Source: an optimization exercise on an open RTL-to-GDS flow (aim: small area, a short achievable clock period and few clock cycles per item). Production flows keep margins and buffers that such runs may drop. Only simulation tests tie the RTL to the original design; equivalence was not proved. Power is estimated from default activity; no workload was simulated.

==> tundra <==
==> flow/design.v <==
module bcta_rdmux(input [255:0] b, input [7:0] sel, output reg [31:0] w);
    integer j;
    always @(*) begin
        w = 32'd0;
        for (j = 0; j < 8; j = j + 1) w = w | (b[32*j +: 32] & {32{sel[j]}});
    end
endmodule
module bcta_rot(input [31:0] xin, input [4:0] s, output [31:0] xo);
    reg  [31:0] xr;
    integer r;
    always @(*) for (r = 0; r < 32; r = r + 1) xr[r] = xin[31 - r];
    wire [31:0] x1 = s[0] ? {xr[30:0], xr[31]}    : xr;
    wire [31:0] x2 = s[1] ? {x1[29:0], x1[31:30]} : x1;
    wire [31:0] x3 = s[2] ? {x2[27:0], x2[31:28]} : x2;
    wire [31:0] x4 = s[3] ? {x3[23:0], x3[31:24]} : x3;
    assign xo = s[4] ? {x4[15:0], x4[31:16]} : x4;
endmodule
module bcta_merge(input [4:0] kl, input [5:0] a, input [7:0] fa, input [3:0] fb, input clr, input rd,
                  input [31:0] we, input [31:0] wo, input [31:0] xo, input [31:0] pay,
                  output [31:0] new_e, output [31:0] new_o, output [31:0] xin);
    wire [7:0] eqh, gth;
    wire [3:0] gel, tal;
    wire [7:0] aeqh, alth;
    genvar h, l;
    generate
        for (h = 0; h < 8; h = h + 1) begin : gh
            assign eqh[h]  = (kl[4:2] == h);
            assign gth[h]  = (h > kl[4:2]);
            assign aeqh[h] = (a[4:2] == h);
            assign alth[h] = (h < a[4:2]);
        end
        for (l = 0; l < 4; l = l + 1) begin : gl
            assign gel[l] = (l >= kl[1:0]);
            assign tal[l] = (l < a[1:0]);
        end
    endgenerate
    reg  [31:0] fbe, tkl, ta;
    integer r;
    always @(*) begin
        for (r = 0; r < 32; r = r + 1) begin
            fbe[r] = fa[r/4] | (eqh[r/4] & fb[r%4]);
            tkl[r] = gth[r/4] | (eqh[r/4] & gel[r%4]);
            ta[r]  = alth[r/4] | (aeqh[r/4] & tal[r%4]);
        end
    end
    wire [31:0] inwin = a[5] ? (tkl | ta) : (tkl & ta);
    wire [31:0] w_e = fbe & inwin;
    wire [31:0] w_o = ~fbe & inwin;
    assign xin   = rd ? (w_e & we | w_o & wo) : pay;
    assign new_e = (w_e & xo | ~w_e & we) & ~{32{clr}};
    assign new_o = (w_o & xo | ~w_o & wo) & ~{32{clr}};
endmodule
module bcta_dec(input [63:0] cmd, output [10:0] cls, output t, output bad, output ill,
                output [5:0] n, output [31:0] pay);
    wire [7:0]  op  = cmd[63:56];
    wire [7:0]  mdf = cmd[55:48];
    wire [15:0] rsv = cmd[47:32];
    wire [31:0] arg = cmd[31:0];
    wire        tsel = mdf[0];
    wire rsv_zero = (rsv == 16'd0);
    wire arg_zero = (arg == 32'd0);
    wire fmt_n_ok = rsv_zero && (mdf[7:5] == 3'd0);
    wire fmt_t_ok = rsv_zero && (mdf[7:1] == 7'd0);
    wire fmt_z_ok = rsv_zero && (mdf == 8'd0);
    wire is_rd  = (op == 8'h01) && fmt_n_ok && arg_zero;
    wire is_wr  = (op == 8'h02) && fmt_n_ok;
    wire is_sk  = (op == 8'h03) && fmt_z_ok;
    wire is_pos = (op == 8'h04) && fmt_z_ok && arg_zero;
    wire is_len = (op == 8'h05) && fmt_z_ok && arg_zero;
    wire is_clr = (op == 8'h06) && fmt_z_ok && arg_zero;
    wire is_enc = (op == 8'h10) && fmt_t_ok;
    wire is_dec = (op == 8'h11) && fmt_t_ok;
    wire is_lcl = (op == 8'h12) && fmt_z_ok && arg_zero;
    wire is_lad = (op == 8'h13) && fmt_t_ok;
    wire is_lgt = (op == 8'h14) && fmt_t_ok && arg_zero;
    wire legal  = is_rd | is_wr | is_sk | is_pos | is_len | is_clr |
                  is_enc | is_dec | is_lcl | is_lad | is_lgt;
    wire hi7_zero = (arg[31:7] == 25'd0);
    wire enc_ok0  = hi7_zero && (arg[6] ^ arg[5]);
    wire enc_ok1  = (arg[31:4] == 28'd3);
    wire enc_ok   = tsel ? enc_ok1 : enc_ok0;
    wire sk_fits = (arg[31:11] == 21'd0) || (arg[31:11] == 21'h1FFFFF);
    assign cls = {is_rd, is_wr, is_sk, is_pos, is_len, is_clr, is_enc, is_dec, is_lcl, is_lad, is_lgt};
    assign t   = tsel;
    assign bad = !legal || ((is_enc || is_lad) && !enc_ok);
    assign ill = !legal;
    assign n   = {1'b0, mdf[4:0]} + 6'd1;
    assign pay = {arg[31:12], (is_sk && !sk_fits) ? {arg[31], {11{~arg[31]}}} : arg[11:0]};
endmodule
module bcta (
    input  wire        clk,
    input  wire        rst,         
    input  wire        cmd_valid,
    output wire        cmd_ready,
    input  wire [63:0] cmd,
    output wire        rsp_valid,
    input  wire        rsp_ready,
    output wire [39:0] rsp
);
    wire [10:0] cls;
    wire        t_i, bad_i, ill_i;
    wire [5:0]  n_i;
    wire [31:0] pay_i;
    bcta_dec u_dec(.cmd(cmd), .cls(cls), .t(t_i), .bad(bad_i), .ill(ill_i), .n(n_i), .pay(pay_i));
    reg        v0;
    reg        r_rd, r_wr, r_sk, r_pos, r_len, r_clr, r_enc, r_dec, r_lcl, r_lad, r_lgt;
    reg        r_t, r_bad, r_ill;
    reg [5:0]  r_n;
    reg [31:0] r_pay;
    reg [5:0]  r_a;          
    reg [255:0] bank_e, bank_o;
    reg [6:0]   len;
    reg [9:0]   cursor;
    reg [9:0]   room;        
    reg [6:0]   acc;
    reg [7:0]   oh_e, oh_o;  
    reg [7:0]   r_fa;        
    reg [3:0]   r_fb;        
    reg         nonempty, full, rp, wp;
    reg [34:0]  slot_a, slot_b;
    wire exec = v0 & ~full;
    wire pop  = nonempty & rsp_ready;
    assign cmd_ready = ~v0 | ~full;
    assign rsp_valid = nonempty;
    assign rsp       = {5'd0, rp ? slot_b : slot_a};
    wire [5:0]  n   = r_n;
    wire [4:0]  kl  = cursor[4:0];
    wire [5:0]  a   = r_a;
    wire [9:0]  e   = {cursor[9:5] + {4'd0, a[5]}, a[4:0]};      
    wire [9:0]  l8  = {len, 3'b000};
    wire        beyond = {4'd0, n} > room;                        
    wire        ovf    = cursor[9] | (&cursor[8:5] & a[5] & (a[4:0] != 5'd0));   
    wire [6:0]  wr_len = beyond ? e[9:3] + {6'd0, e[2:0] != 3'd0} : len;
    wire        ok      = exec & ~r_bad;
    wire        clr_all = rst | (ok & r_clr);
    wire        wr_do   = ok & r_wr & ~ovf;
    wire [31:0] we, wo, xo, xin, new_e, new_o;
    bcta_rdmux u_re(.b(bank_e), .sel(oh_e), .w(we));
    bcta_rdmux u_ro(.b(bank_o), .sel(oh_o), .w(wo));
    bcta_rot   u_rot(.xin(xin), .s(a[4:0]), .xo(xo));
    bcta_merge u_m(.kl(kl), .a(a), .fa(r_fa), .fb(r_fb), .clr(clr_all), .rd(r_rd), .we(we), .wo(wo),
                   .xo(xo), .pay(r_pay), .new_e(new_e), .new_o(new_o), .xin(xin));
    wire [5:0] i7 = {r_pay[6], r_pay[4:0]};
    wire [3:0] i5 = r_pay[3:0];
    wire [6:0] enc_code = r_t ? {2'b00, i5[0], i5[1], i5[2], i5[3], ~^i5}
                              : {i7[0], i7[1], i7[2], i7[3], i7[4], i7[5], ~^i7};
    wire hi7_zero = (r_pay[31:7] == 25'd0);
    wire dec_ok0  = hi7_zero && (^r_pay[6:0]);
    wire dec_ok1  = hi7_zero && (r_pay[6:5] == 2'd0) && (^r_pay[4:0]);
    wire [7:0] dec_char = r_t ? (dec_ok1 ? {4'h3, r_pay[1], r_pay[2], r_pay[3], r_pay[4]} : 8'h7E)
                              : (dec_ok0 ? (8'h20 + {2'b00, r_pay[1], r_pay[2], r_pay[3], r_pay[4], r_pay[5], r_pay[6]}) : 8'h7E);
    wire [6:0] lrc_word = r_t ? {2'b00, acc[4:1], ^acc[4:1]} : {acc[6:1], ^acc[6:1]};
    wire [11:0] sk_d = r_pay[11:0];
    wire signed [12:0] sk_sum = $signed({3'd0, cursor}) + $signed({sk_d[11], sk_d});
    wire signed [12:0] rm_sum = $signed({3'd0, room}) - $signed({sk_d[11], sk_d});
    wire sk_lo = sk_sum[12];
    wire sk_hi = rm_sum[12];
    wire [9:0] sk_cur  = sk_lo ? 10'd0 : sk_hi ? l8    : sk_sum[9:0];
    wire [9:0] sk_room = sk_lo ? l8    : sk_hi ? 10'd0 : rm_sum[9:0];
    reg [9:0] cur_n, room_n;
    always @(*) begin
        cur_n  = cursor;
        room_n = room;
        if (ok) begin
            if (r_rd && !beyond) begin
                cur_n  = e;
                room_n = room - {4'd0, n};
            end
            if (r_wr && !ovf) begin
                cur_n  = e;
                room_n = beyond ? {7'd0, -e[2:0]} : room - {4'd0, n};
            end
            if (r_sk) begin
                cur_n  = sk_cur;
                room_n = sk_room;
            end
            if (r_clr) begin
                cur_n  = 10'd0;
                room_n = 10'd0;
            end
        end
    end
    reg [7:0] oh_e_n, oh_o_n;
    integer j, k;
    always @(*) begin
        for (j = 0; j < 8; j = j + 1) begin
            oh_e_n[j] = (cur_n[9:5] == 2 * j) || (cur_n[9:5] == 2 * j - 1);
            oh_o_n[j] = (cur_n[9:5] == 2 * j) || (cur_n[9:5] == 2 * j + 1);
        end
    end
    reg [7:0] fa_n;
    reg [3:0] fb_n;
    always @(*) begin
        for (j = 0; j < 8; j = j + 1)
            fa_n[j] = cur_n[5] ? (j < cur_n[4:2]) : (j > cur_n[4:2]);
        for (j = 0; j < 4; j = j + 1)
            fb_n[j] = cur_n[5] ? (j < cur_n[1:0]) : (j >= cur_n[1:0]);
    end
    wire [5:0] n_nx   = cmd_ready ? n_i : r_n;
    wire       sk_go  = ok & r_sk;
    wire [4:0] base_e = (ok & r_clr) ? 5'd0 :
                        (ok & ((r_rd & ~beyond) | (r_wr & ~ovf))) ? a[4:0] : kl;
    wire [5:0] a_e    = {1'b0, base_e} + n_nx;
    wire [5:0] a_s    = {1'b0, sk_sum[4:0]} + n_nx;
    wire [5:0] a_h    = {1'b0, l8[4:0]} + n_nx;
    wire [5:0] a_nx   = rst   ? n_nx :
                        !sk_go ? a_e :
                        sk_lo ? n_nx : sk_hi ? a_h : a_s;
    wire rd_ok = ok & r_rd & ~beyond;
    reg [2:0]  st;
    reg [31:0] oth;
    always @(*) begin
        st  = 3'd0;
        oth = 32'd0;
        if (r_bad)              st = r_ill ? 3'd4 : 3'd2;
        else if (r_rd & beyond) st = 3'd1;
        else if (r_wr & ovf)    st = 3'd3;
        if (!r_bad) begin
            if (r_pos) oth = {22'd0, cursor};
            if (r_len) oth = {25'd0, len};
            if (r_enc) oth = {25'd0, enc_code};
            if (r_dec) oth = {24'd0, dec_char};
            if (r_lgt) oth = {25'd0, lrc_word};
        end
    end
    wire [31:0] dat = (xo & {32{rd_ok}}) | oth;
    always @(posedge clk) begin
        if (cmd_ready) begin
            {r_rd, r_wr, r_sk, r_pos, r_len, r_clr, r_enc, r_dec, r_lcl, r_lad, r_lgt} <= cls;
            r_bad <= bad_i;
            r_pay <= pay_i;
        end
        if (cmd_ready) begin
            r_t <= t_i;
            r_ill <= ill_i;
            r_n <= n_i;
        end
        r_a <= a_nx;
    end
    always @(posedge clk) begin
        for (k = 0; k < 8; k = k + 1) begin
            if (clr_all || (wr_do && oh_e[k])) bank_e[32*k +: 32] <= new_e;
            if (clr_all || (wr_do && oh_o[k])) bank_o[32*k +: 32] <= new_o;
        end
    end
    always @(posedge clk) begin
        if (rst) begin
            v0 <= 1'b0; nonempty <= 1'b0; full <= 1'b0; rp <= 1'b0; wp <= 1'b0;
            len <= 7'd0; cursor <= 10'd0; room <= 10'd0; oh_e <= 8'd1; oh_o <= 8'd1; acc <= 7'd0;
            r_fa <= 8'hFE; r_fb <= 4'hF;
        end else begin
            if (cmd_ready) v0 <= cmd_valid;
            cursor <= cur_n;
            room   <= room_n;
            oh_e   <= oh_e_n;
            oh_o   <= oh_o_n;
            r_fa   <= fa_n;
            r_fb   <= fb_n;
            if (ok) begin
                if (r_wr && !ovf) len <= wr_len;
                if (r_clr)        len <= 7'd0;
                if (r_lcl) acc <= 7'd0;
                if (r_lad) acc <= acc ^ enc_code;
            end
            if (exec) wp <= ~wp;
            if (pop)  rp <= ~rp;
            if (exec && !pop) begin
                nonempty <= 1'b1;
                full     <= nonempty;
            end else if (pop && !exec) begin
                nonempty <= full;
                full     <= 1'b0;
            end
        end
    end
    always @(posedge clk) begin
        if (exec && !wp) slot_a <= {st, dat};
        if (exec &&  wp) slot_b <= {st, dat};
    end
endmodule
==> flow/run.sh <==
#!/bin/bash
# synth_recipe.tcl (not shown) runs the flow's synth.tcl, then flattens the netlist and writes it again
# the make line also repeats each setting of config.mk as NAME=value (left out here)
make -C /OpenROAD-flow-scripts/flow DESIGN_CONFIG=/design/flow/config.mk WORK_HOME=/design/flow/orfs CLKGATE_MAP_FILE= SYNTH_SCRIPT=/design/flow/synth_recipe.tcl finish
==> flow/config.mk <==
export PLATFORM = sky130hd
export DESIGN_NAME = bcta
export DESIGN_NICKNAME = bcta
export VERILOG_FILES = /design/flow/design.v
export SDC_FILE = /design/flow/constraint.sdc
export NUM_CORES = 4
export LEC_CHECK = 0
export ABC_CLOCK_PERIOD_IN_PS = 4000
export CAP_MARGIN = 20
export CORE_MARGIN = 2
export CORE_UTILIZATION = 50
export CTS_BUF_LIST = sky130_fd_sc_hd__clkbuf_4
export SETUP_SLACK_MARGIN = 5
export SLEW_MARGIN = 20
export SYNTH_HIERARCHICAL = 1
==> flow/constraint.sdc <==
create_clock -name core_clock -period 10.0 [get_ports {clk}]
set_input_delay 2.0000 -clock core_clock [delete_from_list [all_inputs] [get_ports {clk}]]
set_output_delay 2.0000 -clock core_clock [all_outputs]
set_load 0.01 [all_outputs]
==> indigo: changes against tundra <==
--- a/flow/design.v
+++ b/flow/design.v
@@ -7,6 +7,5 @@
 endmodule
 module bcta_rot(input [31:0] xin, input [4:0] s, output [31:0] xo);
-    reg  [31:0] xr;
-    integer r;
+    reg  [31:0] xr; integer r;
     always @(*) for (r = 0; r < 32; r = r + 1) xr[r] = xin[31 - r];
     wire [31:0] x1 = s[0] ? {xr[30:0], xr[31]}    : xr;
@@ -16,40 +15,26 @@
     assign xo = s[4] ? {x4[15:0], x4[31:16]} : x4;
 endmodule
-module bcta_merge(input [4:0] kl, input [5:0] a, input [7:0] fa, input [3:0] fb, input clr, input rd,
+module bcta_merge(input [4:0] kl, input [5:0] a, input q0odd, input clr, input rd,
                   input [31:0] we, input [31:0] wo, input [31:0] xo, input [31:0] pay,
                   output [31:0] new_e, output [31:0] new_o, output [31:0] xin);
-    wire [7:0] eqh, gth;
-    wire [3:0] gel, tal;
-    wire [7:0] aeqh, alth;
-    genvar h, l;
-    generate
-        for (h = 0; h < 8; h = h + 1) begin : gh
-            assign eqh[h]  = (kl[4:2] == h);
-            assign gth[h]  = (h > kl[4:2]);
-            assign aeqh[h] = (a[4:2] == h);
-            assign alth[h] = (h < a[4:2]);
-        end
-        for (l = 0; l < 4; l = l + 1) begin : gl
-            assign gel[l] = (l >= kl[1:0]);
-            assign tal[l] = (l < a[1:0]);
-        end
-    endgenerate
-    reg  [31:0] fbe, tkl, ta;
+    wire [4:0] lb_e = q0odd ? 5'd0 : kl;
+    wire [4:0] lb_o = q0odd ? kl : 5'd0;
+    wire [5:0] ub_f = a[5] ? 6'd32 : a;
+    wire [5:0] ub_s = a[5] ? {1'b0, a[4:0]} : 6'd0;
+    wire [5:0] ub_e = q0odd ? ub_s : ub_f;
+    wire [5:0] ub_o = q0odd ? ub_f : ub_s;
+    reg [31:0] w_e, w_o;
     integer r;
     always @(*) begin
         for (r = 0; r < 32; r = r + 1) begin
-            fbe[r] = fa[r/4] | (eqh[r/4] & fb[r%4]);
-            tkl[r] = gth[r/4] | (eqh[r/4] & gel[r%4]);
-            ta[r]  = alth[r/4] | (aeqh[r/4] & tal[r%4]);
-        end
-    end
-    wire [31:0] inwin = a[5] ? (tkl | ta) : (tkl & ta);
-    wire [31:0] w_e = fbe & inwin;
-    wire [31:0] w_o = ~fbe & inwin;
-    assign xin   = rd ? (w_e & we | w_o & wo) : pay;
+            w_e[r] = (r >= lb_e) && (r < ub_e);
+            w_o[r] = (r >= lb_o) && (r < ub_o);
+        end
+    end
+    assign xin = rd ? (w_e & we | w_o & wo) : pay;
     assign new_e = (w_e & xo | ~w_e & we) & ~{32{clr}};
     assign new_o = (w_o & xo | ~w_o & wo) & ~{32{clr}};
 endmodule
-module bcta_dec(input [63:0] cmd, output [10:0] cls, output t, output bad, output ill,
+module bcta_dec(input [63:0] cmd, output [10:0] cls, output t, output bad, output ill, output fit,
                 output [5:0] n, output [31:0] pay);
     wire [7:0]  op  = cmd[63:56];
@@ -82,13 +67,14 @@
     wire sk_fits = (arg[31:11] == 21'd0) || (arg[31:11] == 21'h1FFFFF);
     assign cls = {is_rd, is_wr, is_sk, is_pos, is_len, is_clr, is_enc, is_dec, is_lcl, is_lad, is_lgt};
-    assign t   = tsel;
+    assign t = tsel;
     assign bad = !legal || ((is_enc || is_lad) && !enc_ok);
     assign ill = !legal;
-    assign n   = {1'b0, mdf[4:0]} + 6'd1;
-    assign pay = {arg[31:12], (is_sk && !sk_fits) ? {arg[31], {11{~arg[31]}}} : arg[11:0]};
+    assign fit = sk_fits;
+    assign n = {1'b0, mdf[4:0]} + 6'd1;
+    assign pay = arg;
 endmodule
 module bcta (
     input  wire        clk,
-    input  wire        rst,         
+    input  wire        rst,
     input  wire        cmd_valid,
     output wire        cmd_ready,
@@ -98,15 +84,12 @@
     output wire [39:0] rsp
 );
-    wire [10:0] cls;
-    wire        t_i, bad_i, ill_i;
-    wire [5:0]  n_i;
-    wire [31:0] pay_i;
-    bcta_dec u_dec(.cmd(cmd), .cls(cls), .t(t_i), .bad(bad_i), .ill(ill_i), .n(n_i), .pay(pay_i));
+    wire [10:0] cls; wire t_i, bad_i, ill_i, fit_i; wire [5:0] n_i; wire [31:0] pay_i;
+    bcta_dec u_dec(.cmd(cmd), .cls(cls), .t(t_i), .bad(bad_i), .ill(ill_i), .fit(fit_i), .n(n_i), .pay(pay_i));
     reg        v0;
     reg        r_rd, r_wr, r_sk, r_pos, r_len, r_clr, r_enc, r_dec, r_lcl, r_lad, r_lgt;
-    reg        r_t, r_bad, r_ill;
+    reg        r_t, r_bad, r_ill, r_fit;
     reg [5:0]  r_n;
+    reg [5:0]  r_a;
     reg [31:0] r_pay;
-    reg [5:0]  r_a;          
     reg [255:0] bank_e, bank_o;
     reg [6:0]   len;
@@ -114,7 +97,5 @@
     reg [9:0]   room;        
     reg [6:0]   acc;
-    reg [7:0]   oh_e, oh_o;  
-    reg [7:0]   r_fa;        
-    reg [3:0]   r_fb;        
+    reg [7:0]   oh_e, oh_o;
     reg         nonempty, full, rp, wp;
     reg [34:0]  slot_a, slot_b;
@@ -126,19 +107,22 @@
     wire [5:0]  n   = r_n;
     wire [4:0]  kl  = cursor[4:0];
+    wire [3:0]  q0  = cursor[8:5];
     wire [5:0]  a   = r_a;
-    wire [9:0]  e   = {cursor[9:5] + {4'd0, a[5]}, a[4:0]};      
+    wire [9:0]  e   = {cursor[9:5] + {4'd0, a[5]}, a[4:0]};   
+    wire [4:0]  s   = a[4:0];
     wire [9:0]  l8  = {len, 3'b000};
-    wire        beyond = {4'd0, n} > room;                        
+    wire        beyond = {4'd0, n} > room;             
     wire        ovf    = cursor[9] | (&cursor[8:5] & a[5] & (a[4:0] != 5'd0));   
     wire [6:0]  wr_len = beyond ? e[9:3] + {6'd0, e[2:0] != 3'd0} : len;
-    wire        ok      = exec & ~r_bad;
-    wire        clr_all = rst | (ok & r_clr);
-    wire        wr_do   = ok & r_wr & ~ovf;
     wire [31:0] we, wo, xo, xin, new_e, new_o;
+    wire clr_all;
     bcta_rdmux u_re(.b(bank_e), .sel(oh_e), .w(we));
     bcta_rdmux u_ro(.b(bank_o), .sel(oh_o), .w(wo));
-    bcta_rot   u_rot(.xin(xin), .s(a[4:0]), .xo(xo));
-    bcta_merge u_m(.kl(kl), .a(a), .fa(r_fa), .fb(r_fb), .clr(clr_all), .rd(r_rd), .we(we), .wo(wo),
+    bcta_rot u_rot(.xin(xin), .s(s), .xo(xo));
+    bcta_merge u_m(.kl(kl), .a(a), .q0odd(q0[0]), .clr(clr_all), .rd(r_rd), .we(we), .wo(wo),
                    .xo(xo), .pay(r_pay), .new_e(new_e), .new_o(new_o), .xin(xin));
+    integer j, k;
+    assign clr_all = rst | (exec & r_clr & ~r_bad);
+    wire wr_do = exec & r_wr & ~ovf;
     wire [5:0] i7 = {r_pay[6], r_pay[4:0]};
     wire [3:0] i5 = r_pay[3:0];
@@ -150,17 +134,14 @@
     wire [7:0] dec_char = r_t ? (dec_ok1 ? {4'h3, r_pay[1], r_pay[2], r_pay[3], r_pay[4]} : 8'h7E)
                               : (dec_ok0 ? (8'h20 + {2'b00, r_pay[1], r_pay[2], r_pay[3], r_pay[4], r_pay[5], r_pay[6]}) : 8'h7E);
-    wire [6:0] lrc_word = r_t ? {2'b00, acc[4:1], ^acc[4:1]} : {acc[6:1], ^acc[6:1]};
-    wire [11:0] sk_d = r_pay[11:0];
+    wire [11:0] sk_d = r_fit ? r_pay[11:0] : {r_pay[31], {11{~r_pay[31]}}};
     wire signed [12:0] sk_sum = $signed({3'd0, cursor}) + $signed({sk_d[11], sk_d});
     wire signed [12:0] rm_sum = $signed({3'd0, room}) - $signed({sk_d[11], sk_d});
-    wire sk_lo = sk_sum[12];
-    wire sk_hi = rm_sum[12];
-    wire [9:0] sk_cur  = sk_lo ? 10'd0 : sk_hi ? l8    : sk_sum[9:0];
-    wire [9:0] sk_room = sk_lo ? l8    : sk_hi ? 10'd0 : rm_sum[9:0];
+    wire [9:0] sk_cur  = sk_sum[12] ? 10'd0 : rm_sum[12] ? l8    : sk_sum[9:0];
+    wire [9:0] sk_room = sk_sum[12] ? l8    : rm_sum[12] ? 10'd0 : rm_sum[9:0];
     reg [9:0] cur_n, room_n;
     always @(*) begin
         cur_n  = cursor;
         room_n = room;
-        if (ok) begin
+        if (exec && !r_bad) begin
             if (r_rd && !beyond) begin
                 cur_n  = e;
@@ -182,5 +163,4 @@
     end
     reg [7:0] oh_e_n, oh_o_n;
-    integer j, k;
     always @(*) begin
         for (j = 0; j < 8; j = j + 1) begin
@@ -189,23 +169,6 @@
         end
     end
-    reg [7:0] fa_n;
-    reg [3:0] fb_n;
-    always @(*) begin
-        for (j = 0; j < 8; j = j + 1)
-            fa_n[j] = cur_n[5] ? (j < cur_n[4:2]) : (j > cur_n[4:2]);
-        for (j = 0; j < 4; j = j + 1)
-            fb_n[j] = cur_n[5] ? (j < cur_n[1:0]) : (j >= cur_n[1:0]);
-    end
-    wire [5:0] n_nx   = cmd_ready ? n_i : r_n;
-    wire       sk_go  = ok & r_sk;
-    wire [4:0] base_e = (ok & r_clr) ? 5'd0 :
-                        (ok & ((r_rd & ~beyond) | (r_wr & ~ovf))) ? a[4:0] : kl;
-    wire [5:0] a_e    = {1'b0, base_e} + n_nx;
-    wire [5:0] a_s    = {1'b0, sk_sum[4:0]} + n_nx;
-    wire [5:0] a_h    = {1'b0, l8[4:0]} + n_nx;
-    wire [5:0] a_nx   = rst   ? n_nx :
-                        !sk_go ? a_e :
-                        sk_lo ? n_nx : sk_hi ? a_h : a_s;
-    wire rd_ok = ok & r_rd & ~beyond;
+    wire [6:0] lrc_word = r_t ? {2'b00, acc[4:1], ^acc[4:1]} : {acc[6:1], ^acc[6:1]};
+    wire rd_ok = r_rd & ~r_bad & ~beyond;
     reg [2:0]  st;
     reg [31:0] oth;
@@ -228,13 +191,7 @@
         if (cmd_ready) begin
             {r_rd, r_wr, r_sk, r_pos, r_len, r_clr, r_enc, r_dec, r_lcl, r_lad, r_lgt} <= cls;
-            r_bad <= bad_i;
-            r_pay <= pay_i;
-        end
-        if (cmd_ready) begin
-            r_t <= t_i;
-            r_ill <= ill_i;
-            r_n <= n_i;
-        end
-        r_a <= a_nx;
+            r_t <= t_i; r_bad <= bad_i; r_ill <= ill_i; r_fit <= fit_i; r_n <= n_i; r_pay <= pay_i;
+        end
+        r_a <= {1'b0, rst ? 5'd0 : cur_n[4:0]} + (cmd_ready ? n_i : r_n);
     end
     always @(posedge clk) begin
@@ -248,14 +205,8 @@
             v0 <= 1'b0; nonempty <= 1'b0; full <= 1'b0; rp <= 1'b0; wp <= 1'b0;
             len <= 7'd0; cursor <= 10'd0; room <= 10'd0; oh_e <= 8'd1; oh_o <= 8'd1; acc <= 7'd0;
-            r_fa <= 8'hFE; r_fb <= 4'hF;
         end else begin
             if (cmd_ready) v0 <= cmd_valid;
-            cursor <= cur_n;
-            room   <= room_n;
-            oh_e   <= oh_e_n;
-            oh_o   <= oh_o_n;
-            r_fa   <= fa_n;
-            r_fb   <= fb_n;
-            if (ok) begin
+            cursor <= cur_n; room <= room_n; oh_e <= oh_e_n; oh_o <= oh_o_n;
+            if (exec && !r_bad) begin
                 if (r_wr && !ovf) len <= wr_len;
                 if (r_clr)        len <= 7'd0;
==> flow/flow/run.sh (new file) <==
#!/bin/bash
set -euo pipefail
bash standard.sh SETUP_SLACK_MARGIN=6.0 'BUFFER_PORTS_ARGS=-buffer_cell sky130_fd_sc_hd__buf_2' finish > standard.log 2>&1
==> flow/standard.sh (new file) <==
#!/bin/bash
# synth_recipe.tcl (not shown) runs the flow's synth.tcl, then flattens the netlist and writes it again
# the make line also repeats each setting of config.mk as NAME=value (left out here)
make -C /OpenROAD-flow-scripts/flow DESIGN_CONFIG=/design/flow/config.mk WORK_HOME=/design/flow/orfs CLKGATE_MAP_FILE= SYNTH_SCRIPT=/design/flow/synth_recipe.tcl "${@:-finish}"
Settings changed: ABC_CLOCK_PERIOD_IN_PS 4000 to default, CTS_BUF_LIST sky130_fd_sc_hd__clkbuf_4 to sky130_fd_sc_hd__clkbuf_8, CTS_CLUSTER_DIAMETER from default to 45, CTS_CLUSTER_SIZE from default to 16, SETUP_SLACK_MARGIN 5 to default.
removed: flow/run.sh
==> comparison <==
indigo completed with no timing, DRC or antenna violations. tundra finished clean.
Of indigo and tundra, tundra has the higher clock power (gap 13%, measured against tundra).
Of indigo and tundra, indigo has the higher register-to-register slack (gap 780 ps).
Synthesized area: tundra is larger than indigo (4.1%).
Setup slack: tundra is lower than indigo (780 ps).
Against tundra, the combinational power of indigo is higher by 8.6%.
Against indigo, the first-iteration DRC count of tundra is higher by about 4.5%.
Against indigo, the non-clock buffer count of tundra is lower by 64.
In tundra the utilization is lower than in indigo, by 2.6 points.
Count of clock-buffer cells in the layout: indigo is lower than tundra (167).
Testbench counts of tundra, summed over its fixed seeds: cycles 15,421, items 15,405.
Testbench counts of indigo, summed over its fixed seeds: cycles 15,421, items 15,405.

-- what the ideal ports hide --
No port has a modelled driver above. Below, the same layouts with a new extraction and two added sets of constraints. Step 1: set_driving_cell puts a clkbuf_16 on clk and a buf_2 on each other input, an assumption about the parent block. Step 2 times the ports against the registers' clock, not the clock port: input delays grow and output delays shrink by t, the midpoint of the rising clock arrivals with the driver on. a / b / c = no drivers / after step 1 / after step 2; a / b = the first two.
run	shift t [ns]	setup WS [ns]	hold WS [ns]	latest minus earliest clock arrival (ns)	worst register clock-pin slew, ns
tundra	1.079	5.085 / 5.085 / 4.251	0.521 / 0.521 / 0.521	0.079 / 0.079	0.08 / 0.08
indigo	0.778	5.861 / 5.861 / 5.328	0.490 / 0.490 / 0.490	0.047 / 0.047	0.10 / 0.10
After both steps every run listed still meets setup and hold. The setup slack of tundra, which loses most, moves by 0.000 ns with the drivers and by -0.834 ns with both steps.
